Source: an optimization exercise on an open RTL-to-GDS flow (aim: small area). Production flows keep margins and buffers that such runs may drop.
In this exercise RTL edits were held to simulation tests only and were not proved equivalent to the original.

== build 69 ==
// stm32bl_update
module stm32bl_update (
    input  wire        clk,
    input  wire        rst,           
    input  wire        rx_valid,
    input  wire [7:0]  rx_data,
    input  wire        idle,
    input  wire        tick,
    input  wire        te,
    input  wire [63:0] app_vec,
    input  wire [63:0] boot_vec,
    output reg         fl_erase,
    output reg         fl_we,
    output wire [31:0] fl_addr,
    output wire [31:0] fl_wdata,
    output reg         rep_valid,
    output wire [31:0] rep_pages,
    output reg         nf_valid,
    output reg         ho_valid,
    output reg         rb_valid,
    output reg  [31:0] vec_sp,
    output reg  [31:0] vec_entry,
    output wire [1:0]  mode,
    output wire        rx_listen,
    output wire        halted,
    output wire        gone,
    output wire [1:0]  fault
);
make LEC_CHECK=0 CAP_MARGIN=20 CORE_MARGIN=2 CORE_UTILIZATION=40 SLEW_MARGIN=20 finish   # period 10.0 ns
run.sh (not shown) runs the stock make flow with config.mk's settings and CLKGATE_MAP_FILE= SYNTH_SCRIPT=/design/flow/synth_recipe.tcl, a recipe that flattens the netlist after the stock synthesis.
Here is what was changed in the inputs of build 34 compared with build 69.
-- flow/design.v --
<<< build 69, line 12
    output reg         fl_we,
    output wire [31:0] fl_addr,
    output wire [31:0] fl_wdata,
    output reg         rep_valid,
    output wire [31:0] rep_pages,
>>> build 34, line 12
    output reg         fl_we,
    output wire [31:0] fl_addr,
    output reg  [31:0] fl_wdata,
    output reg         rep_valid,
    output wire [31:0] rep_pages,
<<< build 69, line 72
    reg        r_htif, r_tcif, r_teif, r_tif;
    reg [7:0]  r_half;                
    reg        r_armed;               
    reg [2:0]  r_remain;
>>> build 34, line 72
    reg        r_htif, r_tcif, r_teif, r_tif;
    reg [7:0]  r_half;                
    reg [6:0]  r_pages;
    reg        r_armed;               
    reg [2:0]  r_remain;
<<< build 69, line 89
    reg        n_htif, n_tcif, n_teif, n_tif;
    reg [7:0]  n_half;
    reg        n_armed;
    reg [2:0]  n_remain;
>>> build 34, line 90
    reg        n_htif, n_tcif, n_teif, n_tif;
    reg [7:0]  n_half;
    reg [6:0]  n_pages;
    reg        n_armed;
    reg [2:0]  n_remain;
<<< build 69, line 97
    reg        warm;
    reg        live;
    wire [4:0]  wr_word = r_burst - 5'd1;
    wire [5:0]  rd_w = {r_latch, wr_word};
    reg [63:0] rd_sel;
    reg [31:0] rd_word;
>>> build 34, line 99
    reg        warm;
    reg        live;
    wire [5:0]  rd_w = {r_latch, r_burst};
    reg [63:0] rd_sel;
    reg [31:0] rd_word;
<<< build 69, line 131
        n_tif     = r_tif;
        n_half    = r_half;
        n_armed   = r_armed;
        n_remain  = r_remain;
>>> build 34, line 132
        n_tif     = r_tif;
        n_half    = r_half;
        n_pages   = r_pages;
        n_armed   = r_armed;
        n_remain  = r_remain;
<<< build 69, line 238
                    end
                    n_half    = 8'd0;
                    n_idlecnt = 2'd0;
                    n_msgdone = 1'b0;
>>> build 34, line 240
                    end
                    n_half    = 8'd0;
                    n_pages   = 7'd0;
                    n_idlecnt = 2'd0;
                    n_msgdone = 1'b0;
<<< build 69, line 292
                P_ADVANCE: begin
                    n_half = r_half + 8'd1;
                    n_seq = P_CLEAR;
                end
>>> build 34, line 295
                P_ADVANCE: begin
                    n_half = r_half + 8'd1;
                    if (r_latch)
                        n_pages = r_pages + 7'd1;
                    n_seq = P_CLEAR;
                end
<<< build 69, line 421
            r_tif     <= 1'b0;
            r_half    <= 8'd0;
            r_armed   <= 1'b1;
            r_remain  <= 3'd5;
>>> build 34, line 426
            r_tif     <= 1'b0;
            r_half    <= 8'd0;
            r_pages   <= 7'd0;
            r_armed   <= 1'b1;
            r_remain  <= 3'd5;
<<< build 69, line 449
            r_tif     <= n_tif;
            r_half    <= n_half;
            r_armed   <= n_armed;
            r_remain  <= n_remain;
>>> build 34, line 455
            r_tif     <= n_tif;
            r_half    <= n_half;
            r_pages   <= n_pages;
            r_armed   <= n_armed;
            r_remain  <= n_remain;
<<< build 69, line 463
    always @(posedge clk) begin
        r_latch   <= n_latch;
        vec_sp    <= (r_seq == B_JUMP) ? boot_vec[31:0]  : SP_SENTINEL;
        vec_entry <= (r_seq == B_JUMP) ? boot_vec[63:32] : app_vec[63:32];
    end
    reg       w_en;
    reg [7:0] w_idx, w_data;
    always @(posedge clk) begin
        w_en   <= buf_we;
        w_idx  <= widx;
        w_data <= rx_data;
        if (w_en)
            buf_mem[w_idx] <= w_data;
    end
    assign fl_addr   = {17'd0, 1'b1, r_half[6:0], fl_erase ? 5'd0 : wr_word, 2'b00};
    assign rep_pages = {25'd0, r_half[7:1]};    
    assign fl_wdata  = rd_word;
    assign mode      = r_mode;
    assign rx_listen = r_seq == C_RECV && !r_msgdone;
>>> build 34, line 470
    always @(posedge clk) begin
        r_latch   <= n_latch;
        fl_wdata  <= rd_word;
        vec_sp    <= (r_seq == B_JUMP) ? boot_vec[31:0]  : SP_SENTINEL;
        vec_entry <= (r_seq == B_JUMP) ? boot_vec[63:32] : app_vec[63:32];
    end
    always @(posedge clk) begin
        if (buf_we)
            buf_mem[widx] <= rx_data;
    end
    wire [4:0] wr_word = fl_erase ? 5'd0 : r_burst - 5'd1;
    assign fl_addr   = {17'd0, 1'b1, r_half[6:0], wr_word, 2'b00};
    assign rep_pages = {25'd0, r_pages};
    assign mode      = r_mode;
    assign rx_listen = r_seq == C_RECV && !r_msgdone;
## What came out
- Re number of logic stages on the critical path including buffering: no difference whatsoever between build 69 and build 34.
- Share of cell area taken by flip-flops and latches: build 34 vs build 69 down 0.64 points
- Build 34 against build 69: clock period minus worst slack shrank by 2.18 ns, final core area utilization picked up an extra 0.62 points.
- Build 34 gives less non-clock buffer count than build 69 did.

---

Setup of old:
stm32bl_update, a different RTL version from the one above (not shown whole).
Size: roughly 320 I/O pins, about 0.081 sq mm of cells after synthesis.
Settings: LEC_CHECK=0, CAP_MARGIN=20, CORE_MARGIN=2, CORE_UTILIZATION=40, SLEW_MARGIN=20; clock period 10.0 ns.
standard.sh (not shown) runs the stock make flow with config.mk's settings and CLKGATE_MAP_FILE= SYNTH_SCRIPT=/design/flow/synth_recipe.tcl, a recipe that flattens the netlist after the stock synthesis.
==> flow/flow/run.sh <==
#!/bin/bash
# Standard layout with three changes:
#  - after floorplan, OpenROAD's restructure re-maps the combinational logic for area
#    (registers untouched);
#  - CTS with larger sink clusters and no dummy loads;
#  - ports buffered with buf_1.
export POST_FLOORPLAN_TCL="$PWD/flow/restructure.tcl"
export CTS_ARGS="-sink_clustering_enable -repair_clock_nets -dont_use_dummy_load -sink_clustering_size 25 -sink_clustering_max_diameter 90"
export BUFFER_PORTS_ARGS="-buffer_cell sky130_fd_sc_hd__buf_1"
bash standard.sh > standard.log 2>&1
==> flow/flow/restructure.tcl <==
# Area-oriented re-mapping of the combinational logic (ABC through OpenROAD).
set_dont_use $::env(DONT_USE_CELLS)
set rst_dir $::env(RESULTS_DIR)/restructure
file mkdir $rst_dir
report_design_area
restructure -target area \
  -liberty_file $::env(PLATFORM_DIR)/lib/sky130_fd_sc_hd__tt_025C_1v80.lib \
  -tielo_port sky130_fd_sc_hd__conb_1/LO -tiehi_port sky130_fd_sc_hd__conb_1/HI \
  -work_dir $rst_dir -abc_logfile $rst_dir/abc.log
report_design_area
### old -> new
--- a/flow/design.v
+++ b/flow/design.v
@@ -95,25 +95,24 @@
     reg        buf_we;
     reg        o_erase, o_we, o_rep, o_nf, o_ho, o_rb;
     reg        warm;
     reg        live;
     wire [4:0]  wr_word = r_burst - 5'd1;
     wire [5:0]  rd_w = {r_latch, wr_word};
-    reg [3:0]  rd_hi;
-    reg [15:0] rd_lo;
+    reg [7:0]  rd_hi, rd_lo;
     reg [31:0] rd_word, rd_grp;
     integer j, m;
     always @* begin
-        rd_hi = 4'd0;  rd_hi[rd_w[5:4]] = 1'b1;
-        rd_lo = 16'd0; rd_lo[rd_w[3:0]] = 1'b1;
+        rd_hi = 8'd0; rd_hi[rd_w[5:3]] = 1'b1;
+        rd_lo = 8'd0; rd_lo[rd_w[2:0]] = 1'b1;
         rd_word = 32'd0;
-        for (m = 0; m < 4; m = m + 1) begin
+        for (m = 0; m < 8; m = m + 1) begin
             rd_grp = 32'd0;
-            for (j = 0; j < 16; j = j + 1)
+            for (j = 0; j < 8; j = j + 1)
                 rd_grp = rd_grp | ({32{rd_lo[j]}} &
-                         {buf_mem[64*m+4*j+3], buf_mem[64*m+4*j+2], buf_mem[64*m+4*j+1], buf_mem[64*m+4*j]});
+                         {buf_mem[32*m+4*j+3], buf_mem[32*m+4*j+2], buf_mem[32*m+4*j+1], buf_mem[32*m+4*j]});
             rd_word = rd_word | ({32{rd_hi[m]}} & rd_grp);
         end
     end
     wire [7:0]  cmd_byte = buf_mem[0];
     wire        app_ok = app_vec[31:0] == SP_SENTINEL;
     always @* begin
Notes after the runs:
- Compared with old, new shows a higher worst hold slack.
- Sort old and new by sequential portion of the cell area asc -> top: new
- Where die area is concerned, old is better than new.
- new vs old, startpoint of the worst setup timing path: r_burst[1]$_SDFFE_PP0P_ vs r_burst[0]$_SDFFE_PP0P_
- The met1 wire length number comes out higher for new vs old.
- The core utilization of new and that of old are within noise of each other.
- Compared with old, in new number of clock buffers inserted by TritonCTS moved down; count of TritonRoute iterations in the first routing pass +3; design area moved up.

re-timing with driven ports:
Ports are ideal in the flow. The routed layouts listed here were re-timed in OpenROAD. Step 1 sets driving cells, clkbuf_16 on the clock port and buf_2 on the other inputs (assumed; they add their load-dependent delay and slew). Step 2 adds t to the input delays and takes it off the output delays; t is the mean of the earliest and latest rising clock arrival at the registers after step 1. Input paths then give back, and output paths get back, about the clock's delay inside the block. a / b / c = ideal ports / drivers / drivers and shift; a / b = the first two.
run	t (ns)	setup WS [ns]	worst hold slack (ns)	clock arrival spread, ns	worst register clock-pin slew, ns
build 69	0.953	0.857 / 0.761 / 1.713	0.480 / 0.480 / 0.480	0.045 / 0.045	0.07 / 0.07
build 34	0.971	3.037 / 3.037 / 2.319	0.479 / 0.479 / 0.479	0.098 / 0.098	0.07 / 0.07
old	0.835	3.362 / 3.264 / 3.580	0.473 / 0.473 / 0.473	0.128 / 0.128	0.10 / 0.10
new	0.807	2.293 / 2.206 / 2.840	0.479 / 0.479 / 0.479	0.116 / 0.116	0.11 / 0.11
After both steps setup and hold are still met in every run listed. The setup slack of build 34, which loses most, moves by 0.000 ns with the drivers and by -0.718 ns with both steps.
